This is an optimization exercise on Yosys and OpenROAD, whose aim is small area, a short achievable clock period and few clock cycles, not a production implementation.
At most, simulation tests tie the RTL to the original design; equivalence was not proved.
No functional check of the RTL was part of runs 1, 2 and 5.
Power figures rest on the tool's default switching activity, not on a simulated workload.

<file path="config.mk">
export PLATFORM = sky130hd
export DESIGN_NAME = fsyn_calc
export DESIGN_NICKNAME = fsyn_calc
export VERILOG_FILES = /design/flow/design.v
export SDC_FILE = /design/flow/constraint.sdc
export NUM_CORES = 4
export LEC_CHECK = 0
export ABC_CLOCK_PERIOD_IN_PS = 3000
export CAP_MARGIN = 20
export CORE_MARGIN = 2
export CORE_UTILIZATION = 40
export SLEW_MARGIN = 20
</file>
<file path="constraint.sdc">
create_clock -name core_clock -period 10.0 [get_ports {clk}]
set_input_delay 2.0000 -clock core_clock [delete_from_list [all_inputs] [get_ports {clk}]]
set_output_delay 2.0000 -clock core_clock [all_outputs]
set_load 0.01 [all_outputs]
</file>
<file path="design.v">
module fsyn_calc (
    input             clk,
    input             rst,
    input             in_valid,
    output            in_ready,
    input      [31:0] in_freq,
    output            out_valid,
    output     [31:0] ms_a,
    output     [19:0] ms_b,
    output     [17:0] ms_p1,
    output     [19:0] ms_p2,
    output            ms_range_err,
    output            div_zero,
    output     [31:0] dds_word,
    output            dds_alias
);
    localparam [31:0] VCO_HZ = 32'd900000000;
    localparam [20:0] DDS_D  = 21'd1953125;           
    localparam [22:0] DDS_D2 = 23'd3906250;
    localparam [22:0] DDS_D3 = 23'd5859375;
    localparam [25:0] DDS_C  = 26'd976562;            
    localparam integer P     = 6;                     
    localparam integer NPRE  = P / 2;
    localparam [2:0] M_NORM = 3'd0, M_A = 3'd1, M_BINIT = 3'd2, M_B = 3'd3, M_DONE = 3'd4;
    reg         busy;
    reg  [31:0] f;
    reg  [33:0] f3;              
    reg         dz;
    reg         alias_r;
    reg  [2:0]  ms_st;
    reg         ms_done;
    reg  [5:0]  ms_j;
    reg  [31:0] ms_R;
    reg  [1:0]  ms_nb;
    reg  [29:0] Qa;
    reg  [19:0] Qb;
    reg  [10:0] p1_hi;
    reg         err_a, a_eq2048, b_zero;
    reg         d_run;
    reg  [5:0]  d_p;
    reg  [20:0] Rd;
    reg  [1:0]  d_nb;
    reg  [31:0] Qd;
    assign out_valid = busy & ms_done & ~d_run;
    assign in_ready  = ~busy | (ms_done & ~d_run);
    wire accept = in_valid & in_ready;
    function [1:0] vco_bits(input [5:0] j);
        vco_bits = {(j < 32) ? VCO_HZ[31 - j] : 1'b0, (j + 1 < 32) ? VCO_HZ[30 - j] : 1'b0};
    endfunction
    integer i;
    reg [5:0]  nm_j0;
    reg [31:0] nm_R0;
    always @(*) begin
        nm_j0 = 6'd0;
        for (i = 0; i < 32; i = i + 1)
            if (f[i]) nm_j0 = ((i + 2 > 32 ? 32 : i + 2) / 2) * 2;
        nm_R0 = VCO_HZ >> (6'd32 - nm_j0);
    end
    wire [33:0] ms_x  = {ms_R, ms_nb};
    wire [34:0] ms_d1 = {1'b0, ms_x} - {3'b000, f};
    wire [34:0] ms_d2 = {1'b0, ms_x} - {2'b00, f, 1'b0};
    wire [34:0] ms_d3 = {1'b0, ms_x} - {1'b0, f3};
    wire [1:0]  ms_q  = ~ms_d3[34] ? 2'd3 : ~ms_d2[34] ? 2'd2 : ~ms_d1[34] ? 2'd1 : 2'd0;
    wire [31:0] ms_Rn = ~ms_d3[34] ? ms_d3[31:0] : ~ms_d2[34] ? ms_d2[31:0] :
                        ~ms_d1[34] ? ms_d1[31:0] : ms_x[31:0];
    wire ms_last = (ms_j == 6'd30);
    wire [29:0] br    = ms_R[29:0];
    wire        bl_nz = |br[19:0];
    wire [29:0] b_top = br + {20'hFFFFF, ~br[29:20]} + {29'd0, ~bl_nz};
    wire [19:0] b_low = ~br[19:0] + 20'd1;
    wire [22:0] d_x  = {Rd, d_nb};
    wire [23:0] d_d1 = {1'b0, d_x} - {3'b000, DDS_D};
    wire [23:0] d_d2 = {1'b0, d_x} - {1'b0, DDS_D2};
    wire [23:0] d_d3 = {1'b0, d_x} - {1'b0, DDS_D3};
    wire [1:0]  d_q  = ~d_d3[23] ? 2'd3 : ~d_d2[23] ? 2'd2 : ~d_d1[23] ? 2'd1 : 2'd0;
    wire [20:0] Rdn  = ~d_d3[23] ? d_d3[20:0] : ~d_d2[23] ? d_d2[20:0] :
                       ~d_d1[23] ? d_d1[20:0] : d_x[20:0];
    wire          in_long  = (in_freq >= 32'd125000000);
    wire          d_pre    = (d_p < NPRE);
    wire [P-1:0]  f_pre    = f[5+P:6];
    wire [5:0]    d_pn     = d_p + 6'd1;
    wire [1:0]    d_nb_pre = (d_pn < NPRE) ? f_pre[P-1-d_pn*2 -: 2] : Qd[31:30];
    always @(posedge clk) begin
        if (rst) begin
            busy <= 1'b0;
        end else if (accept) begin
            busy <= 1'b1;
        end else if (out_valid) begin
            busy <= 1'b0;
        end
    end
    always @(posedge clk) begin
        if (accept) begin
            f       <= in_freq;
            alias_r <= (in_freq > 32'd62500000);
            ms_st   <= M_NORM;
            ms_done <= 1'b0;
            d_run   <= 1'b1;
        end else begin
            case (ms_st)
                M_NORM: begin
                    ms_j  <= nm_j0;
                    ms_st <= (f == 32'd0) ? M_DONE : (nm_j0 == 6'd32) ? M_BINIT : M_A;
                    if (f == 32'd0) ms_done <= 1'b1;
                end
                M_A:     begin ms_j <= ms_j + 6'd2; if (ms_last) ms_st <= M_BINIT; end
                M_BINIT: begin ms_j <= 6'd12; ms_st <= M_B; end
                M_B:     begin
                    ms_j <= ms_j + 6'd2;
                    if (ms_last) begin ms_st <= M_DONE; ms_done <= 1'b1; end
                end
                default: ;
            endcase
            if (d_p == NPRE + 15) d_run <= 1'b0;
        end
    end
    always @(posedge clk) begin
        if (accept) begin
            Rd    <= in_long ? in_freq[31:6+P] : in_freq[26:6];
            d_nb  <= in_long ? in_freq[5+P -: 2] : in_freq[5 -: 2];
            Qd    <= {in_freq[5:0], DDS_C};
            d_p   <= in_long ? 6'd0 : NPRE;
        end else begin
            case (ms_st)
                M_NORM: begin
                    dz       <= (f == 32'd0);
                    f3       <= {2'b00, f} + {1'b0, f, 1'b0};
                    ms_R     <= nm_R0;
                    ms_nb    <= vco_bits(nm_j0);
                    Qa       <= 30'd0;
                    Qb       <= 20'd0;
                    p1_hi    <= 11'd0;
                    err_a    <= 1'b0;
                    a_eq2048 <= 1'b0;
                end
                M_A: begin
                    ms_R  <= ms_Rn;
                    ms_nb <= vco_bits(ms_j + 6'd2);
                    Qa    <= {Qa[27:0], ms_q};
                end
                M_BINIT: begin
                    ms_R     <= {2'b00, b_top};
                    ms_nb    <= b_low[19:18];
                    Qb       <= {b_low[17:0], 2'b00};
                    p1_hi    <= Qa[10:0] - 11'd4;
                    err_a    <= ~|Qa[29:3] | (|Qa[29:11] & (Qa != 30'd2048));
                    a_eq2048 <= (Qa == 30'd2048);
                    b_zero   <= 1'b1;
                end
                M_B: begin
                    ms_R   <= ms_Rn;
                    ms_nb  <= Qb[19:18];
                    Qb     <= {Qb[17:0], ms_q};
                    b_zero <= b_zero & ~|ms_q;
                end
                default: ;
            endcase
            if (d_run) begin
                Rd   <= Rdn;
                d_nb <= d_pre ? d_nb_pre : Qd[29:28];
                if (!d_pre) Qd <= {Qd[29:0], d_q};
                d_p  <= d_p + 6'd1;
            end
        end
    end
    assign ms_a         = {2'b00, Qa};
    assign ms_b         = Qb;
    assign ms_p1        = {p1_hi, Qb[19:13]};
    assign ms_p2        = {Qb[12:0], Qb[19:13]};
    assign ms_range_err = err_a | (a_eq2048 & ~b_zero);
    assign div_zero     = dz;
    assign dds_word     = Qd;
    assign dds_alias    = alias_r;
endmodule
</file>
<file path="flow/run.sh">
#!/bin/bash
# Standard ORFS layout (the standard.sh, unchanged synthesis), with timing
# repair aiming at a setup slack of MARGIN ns against the design's own clock
# constraint, so the layout closes at a shorter achieved period.
set -euo pipefail
cd "$(dirname "$0")/.."
bash standard.sh SETUP_SLACK_MARGIN=6.5 finish > standard_flow.log 2>&1
</file>
<file path="standard.sh">
#!/bin/bash
# synth_recipe.tcl (not shown) runs the flow's synth.tcl, then flattens the netlist and writes it again
# the make line also repeats each setting of config.mk as NAME=value (left out here)
make -C /OpenROAD-flow-scripts/flow DESIGN_CONFIG=/design/flow/config.mk WORK_HOME=/design/flow/orfs CLKGATE_MAP_FILE= SYNTH_SCRIPT=/design/flow/synth_recipe.tcl "${@:-finish}"
</file>
==> flow_metrics.env, run 1 <==
export IMPL_run_status="complete, no violations"
export IMPL_pwr_share_clk=0.114
export IMPL_ir_worst_vdd_mv=0.164
export IMPL_grt_total_usage=0.273
export IMPL_design_area_sq_um=27100
export IMPL_syn_inst=2397
export IMPL_final_layout_size_suffix_gt1_frac=0.189
export IMPL_arrival_ns=4.50
export IMPL_p_sw_mw=4.55
export IMPL_drc=0
export IMPL_antenna_left=0
export IMPL_seq_power_share=0.207
export IMPL_hp_start="Qd[7]"
export IMPL_critical_path_startpoint_type="flip-flop"
export IMPL_synth_area_leader_cell="edfxtp_1"
export IMPL_synth_async_sr_flop_share=0
export IMPL_dp_hpwl_um=55200
export IMPL_ioPinCount=162
export IMPL_die_area_sq_um=54800
export IMPL_syn2layout_area_growth_pct=28.1
export IMPL_leakagePower_nw=11.3
export IMPL_synth_main_ff_cell="edfxtp_1"
export IMPL_cts_htree_levels=1
export IMPL_ys_warn_count=1
export IMPL_syn_avg_cell_area_sq_um=8.84
export IMPL_die_width_um=234
export IMPL_core_area_sq_um=52400
export IMPL_slew_violations=0
export IMPL_clk_pin_slew_ns=0.06
export IMPL_num_vias=20700
export IMPL_clock_latency_ns=0.58
export IMPL_hold_viol_final=0
export IMPL_start_util=0.404
export IMPL_wl_um=77700
export IMPL_ys_ff_latch=238
export IMPL_p_int_mw=4.99
export IMPL_diodes=0
export IMPL_rsz0062_at_grt="yes"
export IMPL_report_power_total_mw=9.55
export IMPL_p_comb_frac=0.679
export IMPL_holdCritPathClass="reg -> reg"
export IMPL_dr_pass1_iters=5
export IMPL_critPathRequiredTime_ns=10.31
export IMPL_grt_first_pass_wirelength_um=116000
export IMPL_yosysUniqueCellTypes=92
export IMPL_tightest_slew_ns=0.811
export IMPL_synth_seq_area_share=0.322
export IMPL_r2r_start="ms_R[16]"
export IMPL_synth_edf_count=206
export IMPL_synth_area_leaders="edfxtp_1 (29%), ha_1 (11%), xnor2_1 (5.1%), a21oi_1 (4.5%), dfxtp_1 (3.0%)"
export IMPL_grt_max_degree=45
export IMPL_die_height_um=234
export IMPL_fin_skew_ns=0.0159
export IMPL_maxSlewHeadroom=0.459
export IMPL_fillCellCount=4856
export IMPL_cts_root_buf="clkbuf_16"
export IMPL_grt_overflow_total=0
export IMPL_critPathCaptureType="flip-flop"
export IMPL_num_rows=84
export IMPL_p_per_area_nw_per_um2=352
export IMPL_synth_top_area_share=0.292
export IMPL_crit_type="reg -> reg"
export IMPL_port_buffers=159
export IMPL_cts_buffer_depth=3
export IMPL_finalSetupViolCount=0
export IMPL_fin_crit_ns=4.19
export IMPL_fin_tns_setup_ns=0
export IMPL_critPathLaunch="ms_R[16]"
export IMPL_syn_area_sq_um=21200
export IMPL_fin_nets=2884
export IMPL_fmax_mhz=239
export IMPL_finalCritPeriodShare=0.419
export IMPL_antenna_found_initial=1
export IMPL_drt_vias_per_instance=6.13
export IMPL_cts_sinks=238
export IMPL_dr_first_iter_drc_count=1988
export IMPL_drv_cap=0
export IMPL_grt_pass1_vias=19600
export IMPL_tritoncts="built"
export IMPL_crit_fanout=8
export IMPL_cts_made_buffers=29
export IMPL_place_area_sq_um=23400
export IMPL_place_gp_congestion=0.968
export IMPL_wl_per_cell_um=23.0
export IMPL_swShare=0.477
## state kept, by name (all words and copies together) (netlist names), 11 cells and up
| register | count |
|---|---|
| ms_R | 32 |
| Qb | 20 |
| Rd | 21 |
| f | 32 |
| p1_hi | 11 |
| Qd | 32 |
| Qa | 30 |
| f3 | 34 |
## synth_stat cells, types with 23 or more instances
cell type	instances
a21oi_1	191
mux2i_1	40
nor3_1	62
a211oi_1	23
nor2_1	170
ha_1	179
dfxtp_1	32
and2_1	25
inv_1	157
o21a_1	33
a21o_1	68
buf_4	30
xor2_1	50
xnor2_1	123
nand2b_1	26
and3_1	52
o21ai_0	125
o31ai_1	30
nand2_1	160
nand4_1	37
nand3_1	55
clkbuf_1	74
edfxtp_1	206
o211ai_1	38
a221oi_1	24
## logic make-up after synthesis
group	Yosys count	share of synthesized area
AOI/OAI and AO/OA	764	0.247
xor gates and xnor gates	174	0.0726
adders and majority gates	185	0.111
buffers and inverters	285	0.0576
DFF	238	0.322
muxes	52	0.0253
other	1	0.000177
and+or+nand+nor	698	0.164
## final timing paths
| kind | cells after the start | slack, ns | endpoint |
|---|---|---|---|
| setup / recovery | 14 | 5.81 | ms_R[29] |
| hold / removal | 1 | 0.49 | Qd[7] |
| setup reg to reg | 14 | 5.81 | ms_R[29] |
| hold reg to reg | 1 | 0.49 | Qd[7] |
## layer usage
metal  vias to the layer above  part of all wire  track usage
li1                       9531                 -            -
met1                      9925              0.40        0.346
met2                       999              0.47        0.467
met3                       233             0.069       0.0326
met4                         0             0.058        0.118
met5                         -                 0            0
## layout make-up
cell class / count / area (sq um) / share of cell area
timing repair inverter: 2 / 17.5 / 0.000645
inverter: 158 / 622 / 0.0229
clock buffer: 37 / 766 / 0.0282
clock inverter: 17 / 190 / 0.00701
timing repair buffer: 354 / 3200 / 0.118
multi-input combinational: 1881 / 14700 / 0.540
sequential: 238 / 6830 / 0.252
tap: 688 / 861 / 0.0317
## critical path, stage by stage (launching register included)
cell       delay (ns)
edfxtp_1         0.45
or4_4            0.55
or3_4            0.35
or3_4            0.35
fa_2             0.37
nor2b_2          0.16
o2111ai_2        0.12
and3_4           0.21
o31ai_4          0.25
buf_12           0.18
nand3_1          0.08
and4b_1          0.23
xnor2_1          0.14
a221oi_1         0.31
o211ai_1         0.14
## power groups by stage
stage	logic (mW)	clock network [mW]	registers [mW]
floorplan	3.72	0	1.90
global placement	5.09	0	2.12
detailed placement	5.11	0	2.12
CTS	5.80	1.10	2.00
global route	6.93	1.13	2.03
finish	6.48	1.09	1.98
## cells in the final DEF, fill, tap and decap left out, types with 15 or more instances in the layout
master and count:
nand2_1 150, ha_1 157, nand4_1 37, nand2b_1 22
o21ai_1 18, buf_4 161, nor4_1 15, clkbuf_16 31
a22o_1 21, a21oi_1 169, xnor2_1 116, inv_1 146
edfxtp_1 206, or3_1 15, a221oi_2 15, nor2_1 157
mux2i_1 39, nor2b_1 16, nor3_1 51, o21ai_0 104
o211ai_1 38, and3_1 49, buf_6 25, and2_1 22
nand3_1 52, o31ai_1 26, o21a_1 32, dlygate4sd2_1 104
xor2_1 49, a21o_1 67, dfxtp_1 31, o22ai_1 16
a31oi_1 18, clkdlybuf4s50_1 30
## per-stage QoR
| stage | hold slack, ns | std cells | worst slack (ns) | util |
|---|---|---|---|---|
| detailed placement | 0.481 | 3135 | 4.72 | 0.446 |
| CTS | 0.499 | 3297 | 5.87 | 0.494 |
| finish | 0.489 | 3375 | 5.81 | 0.518 |
| global route | 0.520 | 3375 | 5.72 | 0.518 |
| floorplan | 0.440 | 2398 | 5.84 | - |
| global placement | 0.475 | 3134 | 4.82 | 0.446 |
## what timing repair did
action	CTS	global route
cloned	9	4
endpoints found under the hold margin	0	0
pin swaps	76	65
endpoints found under the setup margin	330	93
buffers inserted	99	74
hold buffers	0	0
gates resized for setup	313	146
==> inputs of run 2 (changes only) <==
--- a/config.mk
+++ b/config.mk
@@ -5,7 +5,7 @@
 export SDC_FILE = /design/flow/constraint.sdc
 export NUM_CORES = 4
 export LEC_CHECK = 0
-export ABC_CLOCK_PERIOD_IN_PS = 3000
+export ABC_AREA = 1
 export CAP_MARGIN = 20
 export CORE_MARGIN = 2
 export CORE_UTILIZATION = 40
==> flow_metrics.env, run 2 <==
export IMPL_finalCritPeriodShare=0.413
export IMPL_dp_hpwl_um=67800
export IMPL_min_to="Qd[14]"
export IMPL_synth_async_sr_flop_share=0
export IMPL_ys_warn_count=1
export IMPL_cts_htree_levels=1
export IMPL_critPathCaptureType="flip-flop"
export IMPL_critical_path_startpoint_type="flip-flop"
export IMPL_crit_fanout=3
export IMPL_holdWs_ns=0.488
export IMPL_grt_max_degree=47
export IMPL_holdCritPathClass="reg -> reg"
export IMPL_cts_buffer_depth=3
export IMPL_whs_path_depth=2
export IMPL_die_area_sq_um=57700
export IMPL_port_buffers=159
export IMPL_top_register="f3"
export IMPL_dpl_cell_count=3933
export IMPL_ys_top_cells_by_count="nand2_1 (606), inv_1 (419), nor2_1 (316)"
export IMPL_r2r_start="ms_R[1]"
export IMPL_syn_inst=3106
export IMPL_place_area_sq_um=24500
export IMPL_num_vias=23300
export IMPL_hp_start="Qd[14]"
export IMPL_clk_pin_slew_ns=0.06
export IMPL_grt_total_usage=0.293
export IMPL_synth_top_area_share=0.277
export IMPL_critPathBufInv=3
export IMPL_ir_worst_vdd_mv=0.161
export IMPL_yosysMostFrequentCell="nand2_1"
export IMPL_synth_edf_count=206
export IMPL_hold_viol_final=0
export IMPL_ys_ff_latch=238
export IMPL_critPathSlowestCell="edfxtp_1"
export IMPL_drc=0
export IMPL_tightest_slew_ns=1.18
export IMPL_clock_latency_ns=0.60
export IMPL_syn_avg_cell_area_sq_um=7.18
export IMPL_final_cell_mix="nand2_1 (582), inv_1 (396), nor2_1 (300)"
export IMPL_drv_cap=0
export IMPL_synth_area_leaders="edfxtp_1 (28%), nand2_1 (10%), ha_1 (10%), inv_1 (7.1%), a21oi_1 (7.0%)"
export IMPL_die_width_um=240
export IMPL_diodes=0
export IMPL_fin_crit_ns=4.13
export IMPL_num_rows=86
export IMPL_fmax_mhz=242
export IMPL_final_common_cell="nand2_1"
export IMPL_finalSetupViolCount=0
export IMPL_die_height_um=240
export IMPL_syn_area_sq_um=22300
export IMPL_ff2ff_setup_slack_ns=5.87
export IMPL_crit_type="reg -> reg"
export IMPL_leakagePower_nw=12.4
export IMPL_p_per_area_nw_per_um2=368
export IMPL_grt_pass1_vias=21700
export IMPL_cts_made_buffers=29
export IMPL_dr_pass1_iters=8
export IMPL_slew_violations=0
export IMPL_largest_reg_flops=34
export IMPL_synth_seq_area_share=0.306
export IMPL_r2r_end="ms_R[26]"
export IMPL_fin_skew_ns=0.0318
export IMPL_start_util=0.405
export IMPL_wl_um=88000
export IMPL_arrival_ns=4.47
export IMPL_r2r_cells=28
export IMPL_final_layout_size_suffix_gt1_frac=0.130
export IMPL_place_gp_congestion=1.07
export IMPL_critPathLaunch="ms_R[1]"
export IMPL_fin_tns_setup_ns=0
export IMPL_dr_first_iter_drc_count=1996
export IMPL_cts_sinks=238
export IMPL_crit_path_frequent_cell="nand2_1"
export IMPL_design_area_sq_um=27200
export IMPL_antenna_left=0
export IMPL_run_status="complete, no violations"
export IMPL_core_area_sq_um=55100
export IMPL_yosysUniqueCellTypes=77
export IMPL_ioPinCount=162
export IMPL_maxSlewHeadroom=0.209
export IMPL_grt_overflow_total=0
export IMPL_cts_root_buf="clkbuf_16"
export IMPL_drt_vias_per_instance=5.66
export IMPL_syn2layout_area_growth_pct=22.0
export IMPL_fin_nets=3567
export IMPL_wl_per_cell_um=21.4
export IMPL_synth_area_leader_cell="edfxtp_1"
export IMPL_critPathRequiredTime_ns=10.34
export IMPL_max_stage_delay_ns=0.44
export IMPL_fillCellCount=5629
export IMPL_antenna_found_initial=1
export IMPL_path_delay_family="simple AND/OR/NAND/NOR gates"
export IMPL_tritoncts="built"
export IMPL_synth_main_ff_cell="edfxtp_1"
export IMPL_grt_first_pass_wirelength_um=129000
export IMPL_rsz0062_at_grt="yes"
export IMPL_instances_no_fill=4115
## run 2: cell types whose count changed in the layout (fill, tap and decap cells not counted), sizes merged, moves of 120 or more
| cell | delta |
|---|---|
| a21oi | +128 |
| nand3 | +125 |
| o21ai | +120 |
| inv | +279 |
| nor2 | +160 |
| nand2 | +459 |
## run 2: report_power, final
group	total (mW)	internal, mW	switching (mW)
clock	1.03	0.593	0.440
combinational	6.85	2.39	4.46
sequential	2.13	1.65	0.482
total	10.0	4.64	5.38
## run 2: how the worst max path moves through the flow
stage	end	cells past startpoint
finish	ms_R[26]	28
detailed placement	Qd[18]	9
CTS	ms_R[10]	27
global placement	Qd[1]	11
floorplan	ms_R[10]	27
global route	ms_R[26]	28
## run 2: cells by family (layout without fill, tap and decap cells)
group           after synthesis  after routing  synth area share
simple gates               1275           1276             0.249
compound gates              753            753             0.193
buf+inv                     540            799             0.101
flops                       238            238             0.306
fa+ha+maj                   185            185             0.106
xor+xnor                    114            114            0.0448
other cells                   1              2          0.000168
## run 2: final cells by class
class,count,area (sq um),share of cell area
tap,748,936,0.0344
timing repair buffer,301,2910,0.107
clock buffer,41,853,0.0314
timing repair inverter,2,12.5,0.000460
sequential,238,6830,0.251
inverter,445,1730,0.0637
clock inverter,10,70.1,0.00258
multi-input combinational,2330,13800,0.509
## run 2: per-layer routing
| layer | global-route usage | vias to the layer above | routed length [um] |
|---|---|---|---|
| met5 | 0 | - | 13 |
| met1 | 0.393 | 11100 | 37600 |
| li1 | - | 11000 | - |
| met3 | 0.0389 | 180 | 6300 |
| met2 | 0.475 | 976 | 40200 |
| met4 | 0.119 | 2 | 3790 |
## run 2: tightest hold or removal path: stages (launching register included)
cell	delay (ns)
dfxtp_1	0.31
inv_1	0.06
a22oi_1	0.06
## run 2: through the flow
stage | power, mW | utilization | worst slack, ns
2_1_floorplan | 6.13 | - | 6.37
3_3_place_gp | 8.22 | 0.444 | 4.93
3_5_place_dp | 8.25 | 0.444 | 4.88
4_1_cts | 9.65 | 0.481 | 5.96
5_1_grt | 10.7 | 0.494 | 5.66
6_report | 10.0 | 0.494 | 5.87
## run 2: timing repair
action	4_1_cts	5_1_grt
pin swaps	30	38
setup endpoints to repair	366	126
gates resized for setup	235	127
hold buffers	0	0
gates cloned	2	4
setup buffers	99	26
==> inputs of run 3 (changes only) <==
--- a/design.v
+++ b/design.v
@@ -92,7 +92,6 @@
     always @(posedge clk) begin
         if (accept) begin
             f       <= in_freq;
-            alias_r <= (in_freq > 32'd62500000);
             ms_st   <= M_NORM;
             ms_done <= 1'b0;
             d_run   <= 1'b1;
@@ -115,52 +114,49 @@
         end
     end
     always @(posedge clk) begin
+        dz       <= (f == 32'd0);
+        alias_r  <= (f > 32'd62500000);
+        f3       <= {2'b00, f} + {1'b0, f, 1'b0};
+        p1_hi    <= dz ? 11'd0 : Qa[10:0] - 11'd4;
+        err_a    <= ~dz & (~|Qa[29:3] | (|Qa[29:11] & (Qa != 30'd2048)));
+        a_eq2048 <= ~dz & (Qa == 30'd2048);
+        case (ms_st)
+            M_NORM:  begin ms_R <= nm_R0;           ms_nb <= vco_bits(nm_j0); end
+            M_A:     begin ms_R <= ms_Rn;           ms_nb <= vco_bits(ms_j + 6'd2); end
+            M_BINIT: begin ms_R <= {2'b00, b_top};  ms_nb <= b_low[19:18]; end
+            default: begin ms_R <= ms_Rn;           ms_nb <= Qb[19:18]; end
+        endcase
         if (accept) begin
-            Rd    <= in_long ? in_freq[31:6+P] : in_freq[26:6];
-            d_nb  <= in_long ? in_freq[5+P -: 2] : in_freq[5 -: 2];
-            Qd    <= {in_freq[5:0], DDS_C};
-            d_p   <= in_long ? 6'd0 : NPRE;
+            Rd   <= in_long ? in_freq[31:6+P] : in_freq[26:6];
+            d_nb <= in_long ? in_freq[5+P -: 2] : in_freq[5 -: 2];
+            d_p  <= in_long ? 6'd0 : NPRE;
+        end else begin
+            Rd   <= Rdn;
+            d_nb <= d_pre ? d_nb_pre : Qd[29:28];
+            d_p  <= d_p + 6'd1;
+        end
+    end
+    always @(posedge clk) begin
+        if (accept) begin
+            Qd <= {in_freq[5:0], DDS_C};
         end else begin
             case (ms_st)
                 M_NORM: begin
-                    dz       <= (f == 32'd0);
-                    f3       <= {2'b00, f} + {1'b0, f, 1'b0};
-                    ms_R     <= nm_R0;
-                    ms_nb    <= vco_bits(nm_j0);
-                    Qa       <= 30'd0;
-                    Qb       <= 20'd0;
-                    p1_hi    <= 11'd0;
-                    err_a    <= 1'b0;
-                    a_eq2048 <= 1'b0;
+                    Qa <= 30'd0;
+                    Qb <= 20'd0;
                 end
-                M_A: begin
-                    ms_R  <= ms_Rn;
-                    ms_nb <= vco_bits(ms_j + 6'd2);
-                    Qa    <= {Qa[27:0], ms_q};
-                end
+                M_A: Qa <= {Qa[27:0], ms_q};
                 M_BINIT: begin
-                    ms_R     <= {2'b00, b_top};
-                    ms_nb    <= b_low[19:18];
-                    Qb       <= {b_low[17:0], 2'b00};
-                    p1_hi    <= Qa[10:0] - 11'd4;
-                    err_a    <= ~|Qa[29:3] | (|Qa[29:11] & (Qa != 30'd2048));
-                    a_eq2048 <= (Qa == 30'd2048);
-                    b_zero   <= 1'b1;
+                    Qb     <= {b_low[17:0], 2'b00};
+                    b_zero <= 1'b1;
                 end
                 M_B: begin
-                    ms_R   <= ms_Rn;
-                    ms_nb  <= Qb[19:18];
                     Qb     <= {Qb[17:0], ms_q};
                     b_zero <= b_zero & ~|ms_q;
                 end
                 default: ;
             endcase
-            if (d_run) begin
-                Rd   <= Rdn;
-                d_nb <= d_pre ? d_nb_pre : Qd[29:28];
-                if (!d_pre) Qd <= {Qd[29:0], d_q};
-                d_p  <= d_p + 6'd1;
-            end
+            if (d_run && !d_pre) Qd <= {Qd[29:0], d_q};
         end
     end
     assign ms_a         = {2'b00, Qa};
--- a/flow/run.sh
+++ b/flow/run.sh
@@ -4,4 +4,4 @@
 # constraint, so the layout closes at a shorter achieved period.
 set -euo pipefail
 cd "$(dirname "$0")/.."
-bash standard.sh SETUP_SLACK_MARGIN=6.5 finish > standard_flow.log 2>&1
+bash standard.sh SETUP_SLACK_MARGIN=6.2 finish > standard_flow.log 2>&1
--- a/config.mk
+++ b/config.mk
@@ -8,5 +8,5 @@
 export ABC_AREA = 1
 export CAP_MARGIN = 20
 export CORE_MARGIN = 2
-export CORE_UTILIZATION = 40
+export CORE_UTILIZATION = 60
 export SLEW_MARGIN = 20
==> flow_metrics.env, run 3 <==
export IMPL_die_width_um=197
export IMPL_busiest_layer="met2"
export IMPL_tritoncts="built"
export IMPL_grt_max_degree=68
export IMPL_synth_area_leaders="dfxtp_1 (13%), edfxtp_1 (13%), nand2_1 (13%), ha_1 (10%), inv_1 (8.0%)"
export IMPL_holdWs_ns=0.484
export IMPL_fin_tns_setup_ns=0
export IMPL_synth_top_family_by_area="simple AND/OR/NAND/NOR gates"
export IMPL_design_area_sq_um=25700
export IMPL_num_rows=70
export IMPL_synthMuxAreaShare=0.000448
export IMPL_layout_setup_ws_ns=6.23
export IMPL_final_common_cell="nand2_1"
export IMPL_syn_avg_cell_area_sq_um=6.59
export IMPL_max_stage_delay_ns=0.42
export IMPL_finalSetupViolCount=0
export IMPL_synth_async_sr_flop_share=0
export IMPL_grt_overflow_total=0
export IMPL_place_area_sq_um=24100
export IMPL_ys_warn_count=1
export IMPL_synth_edf_count=94
export IMPL_synth_seq_area_share=0.256
export IMPL_grt_first_pass_wirelength_um=136000
export IMPL_ff2ff_setup_slack_ns=6.25
export IMPL_ioPinCount=162
export IMPL_cts_htree_levels=1
export IMPL_dp_hpwl_um=69700
export IMPL_instances_no_fill=4034
export IMPL_start_util=0.610
export IMPL_wl_per_cell_um=22.9
export IMPL_syn2layout_area_growth_pct=15.1
export IMPL_drc=0
export IMPL_place_ws_ns=5.22
export IMPL_r2r_cells=22
export IMPL_r2r_end="ms_R[8]"
export IMPL_drt_vias_per_instance=6.38
export IMPL_maxSlewHeadroom=0.242
export IMPL_endpoint="Qd[1]"
export IMPL_synth_simple_area_share=0.320
export IMPL_holdCritPathClass="reg -> reg"
export IMPL_port_buffers=159
export IMPL_largest_reg_flops=34
export IMPL_p_per_area_nw_per_um2=348
export IMPL_place_gp_congestion=1.19
export IMPL_grt_use_met2=0.714
export IMPL_synth_fa_ha_area_frac=0.110
export IMPL_diodes=0
export IMPL_cts_sinks=238
export IMPL_die_height_um=197
export IMPL_critPathRequiredTime_ns=10.45
export IMPL_r2r_start="ms_R[8]"
export IMPL_tightest_slew_ns=1.14
export IMPL_rsz0062_at_grt="no"
export IMPL_post_route_util=0.702
export IMPL_fin_skew_ns=0.0160
export IMPL_critPathSlowestCell="clkdlybuf4s50_1"
export IMPL_slew_violations=0
export IMPL_clk_pin_slew_ns=0.07
export IMPL_wl_um=92500
export IMPL_dr_first_iter_drc_count=3505
export IMPL_dpl_cell_count=3936
export IMPL_critPathCaptureType="flip-flop"
export IMPL_final_cell_mix="nand2_1 (742), inv_1 (462), nor2_1 (352)"
export IMPL_report_power_total_mw=8.93
export IMPL_crit_type="in -> reg"
export IMPL_hold_viol_final=0
export IMPL_cts_buffer_depth=3
export IMPL_critical_path_startpoint_type="input port"
export IMPL_grt_pass1_vias=23600
export IMPL_synth_top_area_share=0.129
export IMPL_leakagePower_nw=12.1
export IMPL_run_status="complete, no violations"
export IMPL_grt_total_usage=0.457
export IMPL_top_register="f3"
export IMPL_antenna_left=0
export IMPL_syn_inst=3388
export IMPL_num_vias=25700
export IMPL_ir_worst_vdd_mv=0.202
export IMPL_fin_nets=3772
export IMPL_grt_use_met1=0.561
export IMPL_fmax_mhz=266
export IMPL_dr_pass1_iters=7
export IMPL_cp_cell_sequence="clkdlybuf4s50_1 > nand2_1 > buf_4 > inv_2 > buf_6 > nor2_4 > clkinvlp_4 > o22ai_1 > inv_1"
export IMPL_yosysUniqueCellTypes=67
export IMPL_synth_compound_area_frac=0.162
export IMPL_drv_cap=0
export IMPL_core_area_sq_um=36600
export IMPL_crit_fanout=68
export IMPL_use_met3=0.112
export IMPL_critPathLaunch="in_valid"
export IMPL_cts_root_buf="clkbuf_16"
export IMPL_ys_ff_latch=238
export IMPL_antenna_found_initial=1
export IMPL_final_layout_size_suffix_gt1_frac=0.0684
export IMPL_syn_area_sq_um=22300
export IMPL_cts_made_buffers=28
export IMPL_arrival_ns=4.21
export IMPL_finalCritPeriodShare=0.377
export IMPL_synth_main_ff_cell="dfxtp_1"
export IMPL_fin_crit_ns=3.77
export IMPL_clock_latency_ns=0.58
export IMPL_yosysMostFrequentCell="nand2_1"
export IMPL_synth_area_leader_cell="dfxtp_1"
export IMPL_synth_xor_xnor_area_share=0.0416
export IMPL_ys_top_cells_by_count="nand2_1 (750), inv_1 (474), nor2_1 (360)"
export IMPL_die_area_sq_um=38800
## run 3: cell types whose count changed after synthesis, moves of 55 or more
cell	delta
a21oi_1	-88
nand2_1	+144
inv_1	+55
dfxtp_1	+112
edfxtp_1	-112
nand3_1	+133
## run 3: per-layer routing
metal,share of wire,vias up
li1,-,11600
met1,0.35,11800
met2,0.43,1901
met3,0.13,449
met4,0.082,2
met5,0.00011,-
## run 3: worst min-delay path by stage
stage / startpoint / end / slack, ns / cells past startpoint
2_1_floorplan: f[0] / f3[0] / 0.43 / 0
3_3_place_gp: Qd[4] / Qd[4] / 0.47 / 2
3_5_place_dp: Qd[7] / Qd[7] / 0.47 / 2
4_1_cts: Qd[7] / Qd[7] / 0.48 / 2
5_1_grt: Qd[7] / Qd[7] / 0.52 / 2
6_report: Qd[7] / Qd[7] / 0.48 / 2
## run 3: final cells by class
cell class | instances | area (sq um)
multi-input combinational | 2559 | 14400
fill | 3105 | 10900
sequential | 238 | 5720
timing repair buffer | 221 | 2090
inverter | 495 | 1890
clock buffer | 36 | 762
tap | 468 | 586
clock inverter | 16 | 241
timing repair inverter | 1 | 7.51
## run 3: what timing repair did
| action | 4_1_cts | 5_1_grt |
|---|---|---|
| hold buffers | 0 | 0 |
| setup buffers | 6 | 38 |
| setup endpoints to repair | 104 | 108 |
| resized for setup | 31 | 45 |
| pin swaps | 2 | 13 |
| gates cloned | 1 | 1 |
## run 3: kinds of logic (layout without fill, tap and decap cells)
kind of cell / after synthesis / in the layout
simple gates: 1634 / 1634
compound gates: 622 / 623
buf+inv: 593 / 769
flops: 238 / 238
fa+ha+maj: 193 / 193
xor+xnor: 106 / 106
other cells: 1 / 2
mux: 1 / 1
## run 3: critical path: cells and delay by family
kind                   cells  cell delay (ns)
buffers and inverters      6             1.52
AND/OR/NAND/NOR            2             0.39
AO/OA/AOI/OAI              1             0.23
## run 3: where the power goes
part / leakage (nW) / total [mW] / switching, mW / internal (mW)
Combinational: 9.50 / 5.88 / 3.89 / 1.99
Sequential: 2.14 / 1.92 / 0.523 / 1.40
Clock: 0.487 / 1.13 / 0.457 / 0.674
Testbench counts of run 3, summed over its fixed seeds: cycles 40,931.
==> inputs of run 4 (changes only) <==
--- a/flow/run.sh
+++ b/flow/run.sh
@@ -4,4 +4,4 @@
 # constraint, so the layout closes at a shorter achieved period.
 set -euo pipefail
 cd "$(dirname "$0")/.."
-bash standard.sh SETUP_SLACK_MARGIN=6.2 finish > standard_flow.log 2>&1
+bash standard.sh SETUP_SLACK_MARGIN=6.0 finish > standard_flow.log 2>&1
--- a/config.mk
+++ b/config.mk
@@ -8,5 +8,5 @@
 export ABC_AREA = 1
 export CAP_MARGIN = 20
 export CORE_MARGIN = 2
-export CORE_UTILIZATION = 60
+export CORE_UTILIZATION = 40
 export SLEW_MARGIN = 20
==> flow_metrics.env, run 4 <==
export IMPL_run_status="complete, no violations"
export IMPL_seqCellArea_sq_um=5720
export IMPL_drc=0
export IMPL_grt_first_pass_wirelength_um=132000
export IMPL_wl_per_cell_um=20.8
export IMPL_dr_pass1_iters=7
export IMPL_synth_area_leader_cell="dfxtp_1"
export IMPL_swShare=0.544
export IMPL_largest_reg_flops=34
export IMPL_dr_first_iter_drc_count=2314
export IMPL_leakagePower_nw=12.0
export IMPL_cts_htree_levels=1
export IMPL_layout_setup_ws_ns=6.10
export IMPL_holdWs_ns=0.485
export IMPL_place_gp_congestion=1.03
export IMPL_die_area_sq_um=57700
export IMPL_hold_viol_final=0
export IMPL_ys_warn_count=1
export IMPL_critPathCaptureType="flip-flop"
export IMPL_fmax_mhz=256
export IMPL_grt_pass1_vias=21800
export IMPL_slew_violations=0
export IMPL_dp_hpwl_um=71900
export IMPL_synth_top_area_share=0.129
export IMPL_syn_avg_cell_area_sq_um=6.59
export IMPL_fillCellCount=5962
export IMPL_ff2ff_setup_slack_ns=6.10
export IMPL_tightest_slew_ns=1.04
export IMPL_finalSetupViolCount=0
export IMPL_final_common_cell="nand2_1"
export IMPL_holdCritPathClass="reg -> reg"
export IMPL_p_sw_mw=4.73
export IMPL_tritoncts="built"
export IMPL_final_layout_size_suffix_gt1_frac=0.0582
export IMPL_drt_vias_per_instance=5.47
export IMPL_ioPinCount=162
export IMPL_min_to="Qd[2]"
export IMPL_synth_seq_area_share=0.256
export IMPL_synth_main_ff_cell="dfxtp_1"
export IMPL_grt_total_usage=0.302
export IMPL_ys_ff_latch=238
export IMPL_pwr_share_clk=0.123
export IMPL_die_width_um=240
export IMPL_grt_max_degree=41
export IMPL_syn_area_sq_um=22300
export IMPL_p_comb_frac=0.667
export IMPL_critical_path_startpoint_type="flip-flop"
export IMPL_syn2layout_area_growth_pct=15.1
export IMPL_p_per_area_nw_per_um2=338
export IMPL_r2r_end="ms_R[18]"
export IMPL_wl_um=89400
export IMPL_place_ws_ns=5.13
export IMPL_r2r_start="ms_R[15]"
export IMPL_crit_fanout=37
export IMPL_instances_no_fill=4290
export IMPL_post_route_util=0.466
export IMPL_multi_input_area_sq_um=14300
export IMPL_ir_worst_vdd_mv=0.160
export IMPL_antenna_left=0
export IMPL_clock_latency_ns=0.57
export IMPL_die_height_um=240
export IMPL_critPathLaunch="ms_R[15]"
export IMPL_start_util=0.405
export IMPL_synth_area_leaders="dfxtp_1 (13%), edfxtp_1 (13%), nand2_1 (13%), ha_1 (10%), inv_1 (8.0%)"
export IMPL_antenna_found_initial=1
export IMPL_drv_cap=0
export IMPL_cts_sinks=238
export IMPL_cts_root_buf="clkbuf_16"
export IMPL_syn_inst=3388
export IMPL_ys_top_cells_by_count="nand2_1 (750), inv_1 (474), nor2_1 (360)"
export IMPL_arrival_ns=4.35
export IMPL_maxSlewHeadroom=0.304
export IMPL_port_buffers=159
export IMPL_rsz0062_at_grt="no"
export IMPL_synth_async_sr_flop_share=0
export IMPL_hp_start="Qd[0]"
export IMPL_fin_nets=3746
export IMPL_p_int_mw=3.96
export IMPL_final_cell_mix="nand2_1 (744), inv_1 (469), nor2_1 (352)"
export IMPL_top_register="f3"
export IMPL_whs_path_depth=2
export IMPL_finalCritPeriodShare=0.390
export IMPL_report_power_total_mw=8.69
export IMPL_fin_tns_setup_ns=0
export IMPL_core_area_sq_um=55100
export IMPL_r2r_cells=14
export IMPL_fin_skew_ns=0.0185
export IMPL_dpl_cell_count=4221
export IMPL_num_vias=23500
export IMPL_num_rows=86
export IMPL_cts_buffer_depth=3
export IMPL_place_area_sq_um=24500
export IMPL_clk_pin_slew_ns=0.06
export IMPL_yosysUniqueCellTypes=67
export IMPL_fin_crit_ns=3.90
export IMPL_yosysMostFrequentCell="nand2_1"
export IMPL_critPathRequiredTime_ns=10.45
export IMPL_cts_made_buffers=29
export IMPL_synth_edf_count=94
export IMPL_seq_power_share=0.210
export IMPL_grt_overflow_total=0
export IMPL_design_area_sq_um=25700
export IMPL_crit_type="reg -> reg"
run 4: cell types whose count changed in the layout (fill, tap and decap cells not counted), sizes merged, moves of 2 or more:
cell / change
inv: +3
buf: -27
bufinv: -3
clkinv: +2
clkinvlp: -2
diode: +2
run 4: cells by family (layout without fill, tap and decap cells):
kind of cell	count (synthesis)	in the layout	share of synthesized area
multiplexers	1	1	0.000448
other	1	4	0.000168
XOR/XNOR	106	106	0.0416
buffers and inverters	593	743	0.110
flip-flops	238	238	0.256
AND/OR/NAND/NOR	1634	1634	0.320
AO/OA/AOI/OAI	622	623	0.162
adder cells (fa/ha/maj)	193	193	0.110
run 4: worst max path at each step:
stage / cells past startpoint / end
floorplan: 4 / Qb[0]
global placement: 6 / Qa[8]
detailed placement: 6 / Qa[19]
CTS: 28 / ms_R[26]
global route: 27 / ms_R[24]
finish: 14 / ms_R[18]
run 4: what timing repair did:
item / 4_1_cts / 5_1_grt
setup buffers: 1 / 11
cloned: 1 / 1
hold buffers: 0 / 0
setup endpoints to repair: 60 / 63
pin swaps: 0 / 10
gates resized for setup: 13 / 38
run 4: layer usage:
metal	share of wire	wire length [um]	track usage	vias up
li1	-	-	-	11500
met1	0.44	39300	0.412	10800
met2	0.44	39100	0.479	987
met3	0.092	8200	0.0644	153
met4	0.032	2860	0.0898	0
met5	0	0	0	-
run 4: cell type report:
| class | count | share of cell area |
|---|---|---|
| repair inverters | 1 | 0.000292 |
| diodes | 2 | 0.000195 |
| well taps | 748 | 0.0364 |
| flip-flops and latches | 238 | 0.222 |
| multi-input cells | 2559 | 0.558 |
| clock buffers | 37 | 0.0308 |
| repair buffers | 194 | 0.0723 |
| clock inverters | 16 | 0.00628 |
| inverters | 495 | 0.0731 |
run 4: worst max-delay path: stages (launching register included):
cell     delay (ns)
dfxtp_1        0.86
ha_1           0.45
a21oi_1        0.25
o21ai_0        0.19
a21oi_1        0.21
nand2_1        0.10
nand2_2        0.24
nand3_2        0.26
buf_6          0.29
inv_2          0.24
nand2_1        0.15
nand3_1        0.11
nand3_1        0.12
nand3_1        0.19
nand3_1        0.09
run 4: power by group through the flow:
stage	sequential [mW]	combinational, mW	clock, mW
2_1_floorplan	1.72	3.68	0
3_3_place_gp	1.83	5.55	0
3_5_place_dp	1.83	5.53	0
4_1_cts	1.82	5.57	1.08
5_1_grt	1.85	6.30	1.12
6_report	1.83	5.80	1.07
==> inputs of run 5 (changes only) <==
--- a/design.v
+++ b/design.v
@@ -75,11 +75,11 @@
     wire [1:0]  d_q  = ~d_d3[23] ? 2'd3 : ~d_d2[23] ? 2'd2 : ~d_d1[23] ? 2'd1 : 2'd0;
     wire [20:0] Rdn  = ~d_d3[23] ? d_d3[20:0] : ~d_d2[23] ? d_d2[20:0] :
                        ~d_d1[23] ? d_d1[20:0] : d_x[20:0];
-    wire          in_long  = (in_freq >= 32'd125000000);
-    wire          d_pre    = (d_p < NPRE);
-    wire [P-1:0]  f_pre    = f[5+P:6];
-    wire [5:0]    d_pn     = d_p + 6'd1;
-    wire [1:0]    d_nb_pre = (d_pn < NPRE) ? f_pre[P-1-d_pn*2 -: 2] : Qd[31:30];
+    wire          in_long = |in_freq[31:27] | &in_freq[26:24];
+    wire          d_pre   = (d_p < NPRE);
+    wire [P+31:0] d_seq   = {f[5+P:0], DDS_C};
+    wire [5:0]    d_pn    = d_p + 6'd1;
+    wire [1:0]    d_nb_n  = d_seq[P+31-2*d_pn -: 2];
     always @(posedge clk) begin
         if (rst) begin
             busy <= 1'b0;
@@ -132,14 +132,12 @@
             d_p  <= in_long ? 6'd0 : NPRE;
         end else begin
             Rd   <= Rdn;
-            d_nb <= d_pre ? d_nb_pre : Qd[29:28];
+            d_nb <= d_nb_n;
             d_p  <= d_p + 6'd1;
         end
     end
     always @(posedge clk) begin
-        if (accept) begin
-            Qd <= {in_freq[5:0], DDS_C};
-        end else begin
+        begin
             case (ms_st)
                 M_NORM: begin
                     Qa <= 30'd0;
--- a/flow/run.sh
+++ b/flow/run.sh
@@ -4,4 +4,4 @@
 # constraint, so the layout closes at a shorter achieved period.
 set -euo pipefail
 cd "$(dirname "$0")/.."
-bash standard.sh SETUP_SLACK_MARGIN=6.0 finish > standard_flow.log 2>&1
+bash standard.sh SETUP_SLACK_MARGIN=6.4 finish > standard_flow.log 2>&1
--- a/config.mk
+++ b/config.mk
@@ -8,5 +8,5 @@
 export ABC_AREA = 1
 export CAP_MARGIN = 20
 export CORE_MARGIN = 2
-export CORE_UTILIZATION = 40
+export CORE_UTILIZATION = 60
 export SLEW_MARGIN = 20
==> flow_metrics.env, run 5 <==
export IMPL_run_status="complete, no violations"
export IMPL_synth_edf_count=120
export IMPL_fin_tns_setup_ns=0
export IMPL_holdCritPathClass="reg -> reg"
export IMPL_place_gp_congestion=1.10
export IMPL_post_route_util=0.718
export IMPL_r2r_start="ms_R[0]"
export IMPL_tritoncts="built"
export IMPL_finalSetupViolCount=0
export IMPL_synth_area_leader_cell="edfxtp_1"
export IMPL_dr_first_iter_drc_count=2829
export IMPL_fillCellCount=2738
export IMPL_top_register="f3"
export IMPL_grt_max_degree=61
export IMPL_fin_skew_ns=0.0320
export IMPL_wl_um=79600
export IMPL_seqCellArea_sq_um=5980
export IMPL_grt_first_pass_wirelength_um=118000
export IMPL_rsz0062_at_grt="yes"
export IMPL_ys_top_cells_by_count="nand2_1 (608), inv_1 (332), nor2_1 (300)"
export IMPL_dr_pass1_iters=8
export IMPL_fmax_mhz=242
export IMPL_crit_type="reg -> reg"
export IMPL_arrival_ns=4.58
export IMPL_clk_pin_slew_ns=0.06
export IMPL_dp_hpwl_um=59800
export IMPL_r2r_end="ms_R[15]"
export IMPL_max_stage_delay_ns=0.40
export IMPL_die_area_sq_um=36800
export IMPL_synth_async_sr_flop_share=0
export IMPL_hold_viol_final=0
export IMPL_die_width_um=192
export IMPL_cts_buffer_depth=3
export IMPL_multi_input_area_sq_um=13600
export IMPL_synth_xor_xnor_area_share=0.0536
export IMPL_critPathCaptureType="flip-flop"
export IMPL_port_buffers=159
export IMPL_ff2ff_setup_slack_ns=5.87
export IMPL_synth_top_area_share=0.170
export IMPL_critPathLaunch="ms_R[0]"
export IMPL_die_height_um=192
export IMPL_synth_main_ff_cell="edfxtp_1"
export IMPL_crit_fanout=3
export IMPL_critical_path_startpoint_type="flip-flop"
export IMPL_syn_avg_cell_area_sq_um=7.11
export IMPL_maxSlewHeadroom=0.257
export IMPL_cts_made_buffers=28
export IMPL_r2r_cells=32
export IMPL_final_cell_mix="nand2_1 (601), inv_1 (318), nor2_1 (286)"
export IMPL_final_layout_size_suffix_gt1_frac=0.111
export IMPL_hp_start="Qd[26]"
export IMPL_critPathSlowestCell="fa_2"
export IMPL_start_util=0.611
export IMPL_diodes=0
export IMPL_slew_violations=0
export IMPL_cts_sinks=238
export IMPL_drv_cap=0
export IMPL_wl_per_cell_um=21.8
export IMPL_syn_area_sq_um=21200
export IMPL_p_per_area_nw_per_um2=366
export IMPL_num_vias=23100
export IMPL_grt_pass1_vias=21300
export IMPL_fin_nets=3393
export IMPL_finalCritPeriodShare=0.413
export IMPL_cts_htree_levels=1
export IMPL_ioPinCount=162
export IMPL_grt_overflow_total=0
export IMPL_yosysMostFrequentCell="nand2_1"
export IMPL_synth_compound_area_frac=0.193
export IMPL_clock_latency_ns=0.60
export IMPL_drt_vias_per_instance=6.34
export IMPL_ir_worst_vdd_mv=0.253
export IMPL_synth_area_leaders="edfxtp_1 (17%), dfxtp_1 (11%), ha_1 (11%), nand2_1 (11%), a21oi_1 (6.2%)"
export IMPL_critPathRequiredTime_ns=10.45
export IMPL_crit_path_frequent_cell="nor2_4"
export IMPL_syn_inst=2975
export IMPL_ys_ff_latch=238
export IMPL_synth_top_family_by_area="simple AND/OR/NAND/NOR gates"
export IMPL_yosysUniqueCellTypes=81
export IMPL_final_common_cell="nand2_1"
export IMPL_cts_root_buf="clkbuf_16"
export IMPL_largest_reg_flops=34
export IMPL_fin_crit_ns=4.13
export IMPL_num_rows=68
export IMPL_grt_total_usage=0.415
export IMPL_ys_warn_count=1
export IMPL_synthMuxAreaShare=0.000473
export IMPL_core_area_sq_um=34600
export IMPL_leakagePower_nw=11.1
export IMPL_synth_simple_area_share=0.263
export IMPL_drc=0
export IMPL_antenna_found_initial=0
export IMPL_synth_seq_area_share=0.282
export IMPL_synth_fa_ha_area_frac=0.115
export IMPL_endpoint="ms_R[15]"
export IMPL_antenna_left=0
export IMPL_syn2layout_area_growth_pct=17.5
export IMPL_tightest_slew_ns=1.11
## run 5: cell types whose count changed in the layout (fill, tap and decap cells not counted), moves of 15 or more
cell	change
a21oi_1	+28
a21oi_2	+19
a22oi_1	-15
buf_4	+41
dfxtp_1	-29
edfxtp_1	+26
inv_1	-151
nand2_1	-143
nand3_1	-126
nand4_1	-29
nor2_1	-66
nor3_1	-17
o21ai_1	+49
## run 5: kinds of logic (layout without fill, tap and decap cells)
group / after synthesis / after routing
fa+ha+maj: 191 / 191
simple gates: 1271 / 1273
other cells: 1 / 2
compound gates: 694 / 695
flops: 238 / 238
buf+inv: 453 / 663
xor+xnor: 126 / 126
mux: 1 / 1
## run 5: routing by layer
metal,track usage,vias up,wire (um)
met3,0.0769,299,8850
met2,0.653,1601,35000
met1,0.536,10700,30900
met5,0,-,0
met4,0.233,0,4830
li1,-,10500,-
## run 5: worst max-delay path: cells and delay by family, from the launching register on
family | cells | cell delay, ns
buffers and inverters | 7 | 0.67
adders and majority gates | 2 | 0.54
and+or+nand+nor | 19 | 1.82
AOI/OAI and AO/OA | 4 | 0.58
DFF | 1 | 0.37
## run 5: worst min-delay path by stage
stage,to,cells after the start,slack (ns)
after floorplan,f3[0],0,0.43
after CTS,Qd[24],0,0.45
after global placement,Qd[25],0,0.43
after global routing,Qd[24],0,0.46
final,Qd[28],0,0.46
after detailed placement,Qd[28],0,0.44
## run 5: what timing repair did
action / CTS / global route
pin swaps: 28 / 44
gates cloned: 2 / 2
hold buffers: 0 / 0
buffers inserted: 48 / 34
endpoints found under the setup margin: 47 / 67
gates resized for setup: 73 / 62
## run 5: power breakdown
| part | internal [mW] | switching (mW) | leakage, nW | total (mW) |
|---|---|---|---|---|
| clock | 0.602 | 0.480 | 0.457 | 1.08 |
| sequential | 1.49 | 0.503 | 2.18 | 1.99 |
| combinational | 2.21 | 3.82 | 8.45 | 6.03 |
| total | 4.30 | 4.80 | 11.1 | 9.11 |
## run 5: cell type report
class,instances,share of cell area
inverter,362,0.0562
sequential,238,0.241
timing repair inverter,1,0.000302
timing repair buffer,248,0.0943
clock inverter,22,0.00991
clock buffer,30,0.0285
tap,455,0.0229
multi-input combinational,2288,0.547
## run 5: metrics by stage
stage	std cells	worst slack [ns]	area (sq um)	hold WS, ns	total power, mW
floorplan	2976	6.41	21200	0.425	5.57
global placement	3505	5.61	22800	0.430	7.11
detailed placement	3506	5.55	22800	0.441	7.23
CTS	3608	6.01	24400	0.453	8.60
global route	3644	5.67	24900	0.462	9.60
finish	3644	5.87	24900	0.457	9.11
==> inputs of run 6 (changes only) <==
--- a/design.v
+++ b/design.v
@@ -65,8 +65,11 @@
                         ~ms_d1[34] ? ms_d1[31:0] : ms_x[31:0];
     wire ms_last = (ms_j == 6'd30);
     wire [29:0] br    = ms_R[29:0];
+    wire [9:0]  b_rh  = br[29:20];
     wire        bl_nz = |br[19:0];
-    wire [29:0] b_top = br + {20'hFFFFF, ~br[29:20]} + {29'd0, ~bl_nz};
+    wire [29:0] b_t1  = br + {20'hFFFFF, ~b_rh};                  
+    wire [29:0] b_t0  = (b_rh == 10'd0) ? 30'd0 : {b_rh - 10'd1, 20'd0 - {10'd0, b_rh}};
+    wire [29:0] b_top = bl_nz ? b_t1 : b_t0;
     wire [19:0] b_low = ~br[19:0] + 20'd1;
     wire [22:0] d_x  = {Rd, d_nb};
     wire [23:0] d_d1 = {1'b0, d_x} - {3'b000, DDS_D};
--- a/flow/run.sh
+++ b/flow/run.sh
@@ -4,4 +4,4 @@
 # constraint, so the layout closes at a shorter achieved period.
 set -euo pipefail
 cd "$(dirname "$0")/.."
-bash standard.sh SETUP_SLACK_MARGIN=6.4 finish > standard_flow.log 2>&1
+bash standard.sh SETUP_SLACK_MARGIN=6.2 finish > standard_flow.log 2>&1
--- a/config.mk
+++ b/config.mk
@@ -5,7 +5,7 @@
 export SDC_FILE = /design/flow/constraint.sdc
 export NUM_CORES = 4
 export LEC_CHECK = 0
-export ABC_AREA = 1
+export ABC_CLOCK_PERIOD_IN_PS = 3500
 export CAP_MARGIN = 20
 export CORE_MARGIN = 2
 export CORE_UTILIZATION = 60
==> flow_metrics.env, run 6 <==
export IMPL_place_gp_congestion=1.04
export IMPL_ys_top_cells_by_count="a21oi_1 (198), ha_1 (186), nor2_1 (181)"
export IMPL_antenna_found_initial=1
export IMPL_die_height_um=186
export IMPL_endpoint="ms_R[28]"
export IMPL_dr_first_iter_drc_count=1463
export IMPL_critical_path_startpoint_type="flip-flop"
export IMPL_final_layout_size_suffix_gt1_frac=0.0831
export IMPL_critPathRequiredTime_ns=10.48
export IMPL_arrival_ns=4.32
export IMPL_final_common_cell="a21oi_1"
export IMPL_cts_htree_levels=1
export IMPL_ir_worst_vdd_mv=0.283
export IMPL_report_power_total_mw=8.13
export IMPL_syn_avg_cell_area_sq_um=8.50
export IMPL_wl_um=63200
export IMPL_cts_made_buffers=28
export IMPL_drt_vias_per_instance=6.46
export IMPL_grt_overflow_total=0
export IMPL_grt_total_usage=0.357
export IMPL_antenna_left=0
export IMPL_tritoncts="built"
export IMPL_largest_reg_flops=34
export IMPL_ff2ff_setup_slack_ns=6.17
export IMPL_grt_max_degree=44
export IMPL_ys_warn_count=1
export IMPL_crit_type="reg -> reg"
export IMPL_yosysUniqueCellTypes=94
export IMPL_synth_top_family_by_area="compound AO/OA/AOI/OAI gates"
export IMPL_fmax_mhz=261
export IMPL_critPathCaptureType="flip-flop"
export IMPL_grt_first_pass_wirelength_um=96500
export IMPL_yosysMostFrequentCell="a21oi_1"
export IMPL_cts_root_buf="clkbuf_16"
export IMPL_synth_area_leader_cell="edfxtp_1"
export IMPL_clk_pin_slew_ns=0.06
export IMPL_r2r_cells=10
export IMPL_synth_edf_count=120
export IMPL_finalSetupViolCount=0
export IMPL_syn_inst=2339
export IMPL_fin_nets=2683
export IMPL_fin_skew_ns=0.0135
export IMPL_finalCritPeriodShare=0.383
export IMPL_wl_per_cell_um=21.6
export IMPL_critPathLaunch="ms_R[28]"
export IMPL_rsz0062_at_grt="yes"
export IMPL_leakagePower_nw=9.45
export IMPL_syn_area_sq_um=19900
export IMPL_num_rows=66
export IMPL_ys_ff_latch=238
export IMPL_hold_viol_final=0
export IMPL_drc=0
export IMPL_port_buffers=159
export IMPL_tightest_slew_ns=1.20
export IMPL_drv_cap=0
export IMPL_r2r_start="ms_R[28]"
export IMPL_synthMuxAreaShare=0.0217
export IMPL_p_per_area_nw_per_um2=352
export IMPL_synth_main_ff_cell="edfxtp_1"
export IMPL_r2r_end="ms_R[28]"
export IMPL_synth_seq_area_share=0.300
export IMPL_synth_simple_area_share=0.171
export IMPL_cts_buffer_depth=3
export IMPL_synth_top_area_share=0.181
export IMPL_dr_pass1_iters=8
export IMPL_die_area_sq_um=34600
export IMPL_ioPinCount=162
export IMPL_dp_hpwl_um=48600
export IMPL_start_util=0.610
export IMPL_die_width_um=186
export IMPL_crit_fanout=9
export IMPL_slew_violations=0
export IMPL_cts_sinks=238
export IMPL_synth_async_sr_flop_share=0
export IMPL_fin_crit_ns=3.83
export IMPL_hold_buffers=0
export IMPL_top_register="f3"
export IMPL_core_area_sq_um=32600
export IMPL_synth_compound_area_frac=0.251
export IMPL_grt_pass1_vias=17700
export IMPL_final_cell_mix="a21oi_1 (197), ha_1 (183), nor2_1 (173)"
export IMPL_synth_xor_xnor_area_share=0.0802
export IMPL_synth_fa_ha_area_frac=0.122
export IMPL_run_status="complete, no violations"
export IMPL_fin_tns_setup_ns=0
export IMPL_synth_area_leaders="edfxtp_1 (18%), dfxtp_1 (12%), ha_1 (12%), a21oi_1 (5.0%), xnor2_1 (4.8%)"
export IMPL_maxSlewHeadroom=0.189
export IMPL_holdCritPathClass="reg -> reg"
export IMPL_num_vias=18900
export IMPL_post_route_util=0.708
export IMPL_syn2layout_area_growth_pct=16.2
export IMPL_clock_latency_ns=0.57
## run 6: through the flow
step / std cells / area (sq um) / hold slack, ns / worst slack [ns]
floorplan: 2340 / 19900 / 0.440 / 6.15
global placement: 2847 / 21600 / 0.427 / 5.29
detailed placement: 2847 / 21600 / 0.434 / 5.16
CTS: 2908 / 22800 / 0.447 / 6.19
global route: 2920 / 23100 / 0.456 / 6.03
finish: 2921 / 23100 / 0.448 / 6.17
## run 6: repair_timing
item | in CTS | in global routing
setup buffers | 9 | 11
pin swaps | 6 | 10
cloned | 1 | 0
endpoints found under the hold margin | 0 | 0
resized for setup | 35 | 52
setup endpoints to repair | 36 | 51
## run 6: cells by family after synthesis
kind of cell	after synthesis
multiplexers	37
adder cells (fa/ha/maj)	191
other	1
AO/OA/AOI/OAI	759
AND/OR/NAND/NOR	692
XOR/XNOR	179
buffers and inverters	242
flip-flops	238
## run 6: per-layer routing
| layer | global-route usage | share of wire | wire [um] |
|---|---|---|---|
| met5 | 0 | 0 | 0 |
| met4 | 0.169 | 0.050 | 3170 |
| met3 | 0.0524 | 0.082 | 5150 |
| met2 | 0.596 | 0.46 | 29200 |
| met1 | 0.454 | 0.41 | 25700 |
## run 6: worst max-delay path: stages (launching register included)
cell and delay, ns:
dfxtp_1 0.63, inv_1 0.29, ha_1 0.40, a21o_1 0.19
a21oi_1 0.37, a31oi_2 0.30, or2_2 0.37, mux2_2 0.28
o41ai_1 0.53, a221oi_1 0.18, a211oi_1 0.20
## run 6: worst min path at each step
stage,endpoint,slack (ns),cells after the start,startpoint
after global routing,Qd[12],0.46,0,Qd[10]
after global placement,Qd[13],0.43,0,Qd[11]
after floorplan,ms_done,0.44,2,ms_done
after detailed placement,Qd[12],0.43,0,Qd[10]
after CTS,Qd[24],0.45,0,Qd[22]
final,Qd[12],0.45,0,Qd[10]
## run 6: layout make-up
class / count / area [sq um]
Multi-Input combinational cell: 1861 / 13200
Fill cell: 2537 / 9510
Sequential cell: 238 / 5970
Timing Repair Buffer: 197 / 1890
Clock buffer: 33 / 729
Tap cell: 442 / 553
Inverter: 131 / 492
Clock inverter: 18 / 219
Antenna cell: 1 / 2.50
## run 6: power breakdown
group	switching (mW)	total, mW	internal (mW)
clock network	0.434	1.06	0.628
logic	2.88	5.08	2.19
registers	0.505	1.99	1.48
Testbench counts of run 6, summed over its fixed seeds: cycles 40,931.
==> inputs of run 7 (changes only) <==
--- a/flow/run.sh
+++ b/flow/run.sh
@@ -4,4 +4,4 @@
 # constraint, so the layout closes at a shorter achieved period.
 set -euo pipefail
 cd "$(dirname "$0")/.."
-bash standard.sh SETUP_SLACK_MARGIN=6.2 finish > standard_flow.log 2>&1
+bash standard.sh SETUP_SLACK_MARGIN=6.6 finish > standard_flow.log 2>&1
==> flow_metrics.env, run 7 <==
export IMPL_ff2ff_setup_slack_ns=6.46
export IMPL_maxSlewHeadroom=0.297
export IMPL_max_stage_delay_ns=0.44
export IMPL_core_area_sq_um=32600
export IMPL_dr_first_iter_drc_count=2315
export IMPL_critical_path_startpoint_type="flip-flop"
export IMPL_cts_sinks=238
export IMPL_final_common_cell="a21oi_1"
export IMPL_syn_inst=2339
export IMPL_wl_per_cell_um=23.9
export IMPL_antenna_found_initial=0
export IMPL_grt_total_usage=0.396
export IMPL_port_buffers=159
export IMPL_num_vias=20200
export IMPL_syn_avg_cell_area_sq_um=8.50
export IMPL_ir_worst_vdd_mv=0.212
export IMPL_synth_seq_area_share=0.300
export IMPL_layout_setup_ws_ns=6.46
export IMPL_clk_pin_slew_ns=0.07
export IMPL_crit_type="reg -> reg"
export IMPL_critPathBufInv=2
export IMPL_antenna_left=0
export IMPL_yosysUniqueCellTypes=94
export IMPL_drc=0
export IMPL_synth_top_area_share=0.181
export IMPL_die_height_um=186
export IMPL_dp_hpwl_um=50300
export IMPL_drv_cap=0
export IMPL_fillCellCount=2321
export IMPL_place_ws_ns=5.56
export IMPL_die_width_um=186
export IMPL_path_delay_family="compound AO/OA/AOI/OAI gates"
export IMPL_syn2layout_area_growth_pct=25.1
export IMPL_report_power_total_mw=8.82
export IMPL_tightest_slew_ns=1.05
export IMPL_fin_tns_setup_ns=0
export IMPL_syn_area_sq_um=19900
export IMPL_run_status="complete, no violations"
export IMPL_yosysMostFrequentCell="a21oi_1"
export IMPL_cp_cell_sequence="inv_2 > ha_4 > nor2b_2 > o31a_1 > o2111ai_4 > a21oi_4 > nor2_2 > o221ai_2 > a21oi_4 > clkbuf_16 > mux2_2 > o211ai_1 > o211ai_1"
export IMPL_post_route_util=0.763
export IMPL_rsz0062_at_grt="yes"
export IMPL_cts_htree_levels=1
export IMPL_synth_main_ff_cell="edfxtp_1"
export IMPL_largest_reg_flops=34
export IMPL_synth_edf_count=120
export IMPL_dpl_cell_count=2849
export IMPL_die_area_sq_um=34600
export IMPL_grt_overflow_total=0
export IMPL_ys_ff_latch=238
export IMPL_arrival_ns=3.98
export IMPL_p_per_area_nw_per_um2=354
export IMPL_critPathCaptureType="flip-flop"
export IMPL_wl_um=72500
export IMPL_fin_skew_ns=0.0245
export IMPL_design_area_sq_um=24900
export IMPL_finalCritPeriodShare=0.354
export IMPL_tritoncts="built"
export IMPL_instances_no_fill=3028
export IMPL_num_rows=66
export IMPL_grt_pass1_vias=18700
export IMPL_cts_root_buf="clkbuf_16"
export IMPL_synth_area_leader_cell="edfxtp_1"
export IMPL_clock_latency_ns=0.57
export IMPL_leakagePower_nw=10.5
export IMPL_critPathSlowestCell="a21oi_4"
export IMPL_top_register="f3"
export IMPL_holdCritPathClass="reg -> reg"
export IMPL_synth_area_leaders="edfxtp_1 (18%), dfxtp_1 (12%), ha_1 (12%), a21oi_1 (5.0%), xnor2_1 (4.8%)"
export IMPL_grt_first_pass_wirelength_um=106000
export IMPL_crit_fanout=5
export IMPL_grt_max_degree=50
export IMPL_fin_crit_ns=3.54
export IMPL_hold_viol_final=0
export IMPL_finalSetupViolCount=0
export IMPL_slew_violations=0
export IMPL_multi_input_area_sq_um=14000
export IMPL_ys_top_cells_by_count="a21oi_1 (198), ha_1 (186), nor2_1 (181)"
export IMPL_cts_buffer_depth=3
export IMPL_critPathRequiredTime_ns=10.44
export IMPL_place_area_sq_um=21800
export IMPL_cts_made_buffers=27
export IMPL_final_layout_size_suffix_gt1_frac=0.177
export IMPL_synth_async_sr_flop_share=0
export IMPL_drt_vias_per_instance=6.67
export IMPL_place_gp_congestion=1.05
export IMPL_fin_nets=2791
export IMPL_dr_pass1_iters=8
export IMPL_holdWs_ns=0.448
export IMPL_ys_warn_count=1
export IMPL_diodes=0
export IMPL_fmax_mhz=283
export IMPL_start_util=0.610
export IMPL_seqCellArea_sq_um=6000
export IMPL_final_cell_mix="a21oi_1 (181), nor2_1 (169), nand2_1 (168)"
export IMPL_ioPinCount=162
run 7: cell counts after synthesis:
Identical to the previous run, type by type.
run 7: path summary, 6_finish.rpt:
path	from	endpoint	cells after the start
max	f[2]	ms_R[9]	13
min	Qd[21]	Qd[23]	0
max reg2reg	f[2]	ms_R[9]	13
min reg2reg	Qd[21]	Qd[23]	0
run 7: cell families after synthesis:
logic type	share of synthesized area
XOR/XNOR	0.0802
other	0.000189
AND/OR/NAND/NOR	0.171
adder cells (fa/ha/maj)	0.122
flip-flops	0.300
buffers and inverters	0.0544
multiplexers	0.0217
AO/OA/AOI/OAI	0.251
run 7: power breakdown:
group          switching, mW  internal (mW)  total, mW
Clock                  0.447          0.618       1.06
Sequential             0.521           1.49       2.01
Combinational           3.31           2.43       5.74
run 7: final cells by class:
type                            count  share of cell area
Clock inverter                     19             0.00900
Timing Repair Buffer              306               0.114
Multi-Input combinational cell   1861               0.564
Tap cell                          442              0.0222
Inverter                          131              0.0203
Clock buffer                       31              0.0286
Sequential cell                   238               0.241
run 7: what timing repair did:
item | in CTS | in global routing
resized for setup | 283 | 147
setup buffers | 74 | 46
setup endpoints to repair | 215 | 81
hold buffers | 0 | 0
pin swaps | 36 | 59
gates cloned | 5 | 4
run 7: routing by layer:
layer,share of wire,vias up,track usage,routed length [um]
met3,0.11,296,0.0567,7620
met2,0.45,1356,0.649,32800
met1,0.39,9500,0.514,27900
li1,-,9049,-,-
met4,0.057,0,0.188,4120
met5,0,-,0,0

## what the ideal ports hide
In the flow no input, the clock included, has a driving cell. The finished layouts below were timed again as built, in two steps. Step 1: set_driving_cell puts a clkbuf_16 on clk and a buf_2 on each other input, an assumption about the parent block. Step 2, shift: input delay + t, output delay - t, t = (earliest + latest rising clock arrival at the registers) / 2. This alone moves slack from input paths to output paths. a / b / c = no drivers / after step 1 / after step 2; a / b = the first two.
| run | t (ns) | setup slack, ns | worst setup path at the end | worst register clock-pin slew, ns | worst data-port slew with drivers (ns) |
|---|---|---|---|---|---|
| run 1 | 0.630 | 5.810 / 5.810 / 5.810 | register to register | 0.07 / 0.07 | 0.05 |
| run 2 | 0.639 | 5.868 / 5.868 / 5.868 | register to register | 0.07 / 0.07 | 0.04 |
| run 3 | 0.630 | 6.235 / 6.184 / 5.633 | input to register | 0.07 / 0.07 | 0.04 |
| run 4 | 0.625 | 6.095 / 6.091 / 5.665 | input to register | 0.07 / 0.07 | 0.04 |
| run 5 | 0.645 | 5.869 / 5.869 / 5.826 | input to register | 0.07 / 0.07 | 0.05 |
| run 6 | 0.625 | 6.166 / 6.166 / 5.687 | input to register | 0.07 / 0.07 | 0.05 |
| run 7 | 0.620 | 6.461 / 6.461 / 6.087 | input to register | 0.07 / 0.07 | 0.04 |
After both steps every run listed still meets setup and hold. For run 3, which loses most, drivers alone change the setup slack by -0.051 ns; drivers and shift together by -0.602 ns.
